What follows belongs to an exercise in optimizing a design on an open flow for small area; a production flow would make more cautious choices.
Only simulation tests tie the RTL to the original design; equivalence was not proved.
No activity file was given, so power comes from the tool's default toggle rates.

## P
// io22_core
module io22_core (
    input             clk,
    input             rst,           
    input             cmd_valid,
    input             cmd_edge,
    input      [63:0] cmd_word,
    output            cmd_ready,
    output reg        done,          
    output     [31:0] result,        
    output            ser_data,
    output            ser_clk,
    output            ser_latch,
    output            oe_n
);
==> flow/config.mk <==
export PLATFORM = sky130hd
export DESIGN_NAME = io22_core
export DESIGN_NICKNAME = io22_core
export VERILOG_FILES = /design/flow/design.v
export SDC_FILE = /design/flow/constraint.sdc
export NUM_CORES = 4
export LEC_CHECK = 0
export CAP_MARGIN = 20
export CORE_MARGIN = 2
export CORE_UTILIZATION = 40
export CTS_BUF_LIST = sky130_fd_sc_hd__clkbuf_8
export CTS_CLUSTER_DIAMETER = 50
export CTS_CLUSTER_SIZE = 20
export SLEW_MARGIN = 20
==> flow/constraint.sdc <==
create_clock -name core_clock -period 20.0 [get_ports {clk}]
set_input_delay 4.0000 -clock core_clock [delete_from_list [all_inputs] [get_ports {clk}]]
set_output_delay 4.0000 -clock core_clock [all_outputs]
set_load 0.01 [all_outputs]
standard.sh (not shown) runs the stock make flow with config.mk's settings and CLKGATE_MAP_FILE= SYNTH_SCRIPT=/design/flow/synth_recipe.tcl, a recipe that flattens the netlist after the stock synthesis.
==> flow/flow/run.sh <==
#!/bin/bash
set -euo pipefail
export BUFFER_PORTS_ARGS="-buffer_cell sky130_fd_sc_hd__buf_1"
bash standard.sh > standard_flow.log 2>&1
P: flow completed, timing, DRC and antenna clean
diff inputs: P => Q
- SLEW_MARGIN now 0, was 20
- CTS_CLUSTER_SIZE now 18, was 20
- GPL_TIMING_DRIVEN now 0, previously not set
- CAP_MARGIN now 0, was 20
- CTS_CLUSTER_DIAMETER now 70, was 50
## What came out
- Compared with P, in Q wire length moved up; fraction of final layout cells with drive strength greater than 1 now sits lower; combined global-route utilization of all metal layers increased 0.37 points; slew at the pin closest to its max-slew limit shows an increase of 160 ps; length of the first detailed-routing pass in iterations climbed 1.
- Between Q and P, the final design utilization figures differ only marginally.
- A launch point of the critical path of cmd_word[48] is what Q shows, while cmd_word[60] belongs to P.
## Diff of input files: R against Q
- changing CAP_MARGIN from 0 to 20
- changing CTS_CLUSTER_DIAMETER from 70 to 50
- changing SLEW_MARGIN from 0 to 20
- changing CORE_UTILIZATION from 40 to 60
- setting PLACE_DENSITY to 0.7 for the first time
- removing GPL_TIMING_DRIVEN (formerly 0)
--- outcome ---
- R reached the final stage; the timing, design-rule and antenna checks on its layout passed.
- Compared with Q, R shows floorplan die height that has gone down by more than 10%.
- R — standard cell core area about 34% lower, Q as reference
- NOTE via count Q->R decreased slightly
Edits applied to the flow inputs when going from R to S:
- changing CORE_UTILIZATION from 60 to 40
- removing PLACE_DENSITY (formerly 0.7)
- changing CTS_CLUSTER_DIAMETER from 50 to 70
==> comparison <==
R: no failed stages, no open violations at the end. S completed end to end with timing, DRC and antenna clean. Against R, global-route wire length before repair in S rose by a few percent. Against R, fill cell instance count of the final layout in S rose by more than half. The final design instance area without fill of S was inferior to that of R. R has higher hold slack than S. S ended up with cmd_word[60] as its start point of the critical path; R ended up with cmd_word[58].
> inputs changed (S -> T)
- a change of CTS_CLUSTER_DIAMETER from 70 to 50
- a change of CTS_CLUSTER_SIZE from 18 to 20
==> flow/run.sh (new file) <==
#!/bin/bash
# synth_recipe.tcl (not shown) runs the flow's synth.tcl, then flattens the netlist and writes it again
# the make line also repeats each setting of config.mk as NAME=value (left out here)
make -C /OpenROAD-flow-scripts/flow DESIGN_CONFIG=/design/flow/config.mk WORK_HOME=/design/flow/orfs CLKGATE_MAP_FILE= SYNTH_SCRIPT=/design/flow/synth_recipe.tcl finish
removed: flow/flow/run.sh
removed: flow/standard.sh
==> comparison <==
T vs. S: multi-input gate share of the layout cell area went down by 0.89 points.
Compared to S, T has shortest period the worst path allows 230 ps higher.
Relative to S, T degrades global-route wire length before repair.
Ratio of cells with drive above 1 in the final layout in T is 1.3 points above S.
Side by side, worst-case setup margin in the final layout turned out lower in T than in S.
In the flow results for S and T, the portion of the clock cycle consumed by the worst path in the final layout is smaller on S.
Status: number of buffers inserted by hold repair at cts parity (T, S)
Re synthesis-to-finish area growth: T is 4.5 points up on S.
Utilization in T vs S: up 1.8 points
Changes observed in T relative to S: highest clock rate dropped about 2.4%, power +5.9%.

[static timing again, ports no longer ideal]
The flow's constraints put no driver on any port. The routed layouts listed below were extracted and timed again, unchanged, in two steps.
Step 1 sets driving cells, clkbuf_16 on the clock port and buf_2 on the other inputs (assumed; they add their load-dependent delay and slew).
Step 2 times the ports against the registers' clock, not the clock port: input delays grow and output delays shrink by t, the midpoint of the rising clock arrivals with the driver on.
Slacks: ideal / step 1 / step 2; pairs: ideal / step 1.
run | t, ns | setup WS [ns] | worst setup path after step 2
P | 0.738 | 10.763 / 10.782 / 10.044 | input to register
Q | 0.744 | 9.450 / 9.473 / 8.729 | input to register
R | 0.718 | 11.157 / 11.190 / 10.472 | input to register
S | 0.734 | 10.798 / 10.815 / 10.081 | input to register
T | 0.733 | 10.568 / 10.598 / 9.865 | input to register
After both steps every run listed still meets setup and hold. For Q, which loses most, drivers alone change the setup slack by +0.023 ns; drivers and shift together by -0.721 ns.
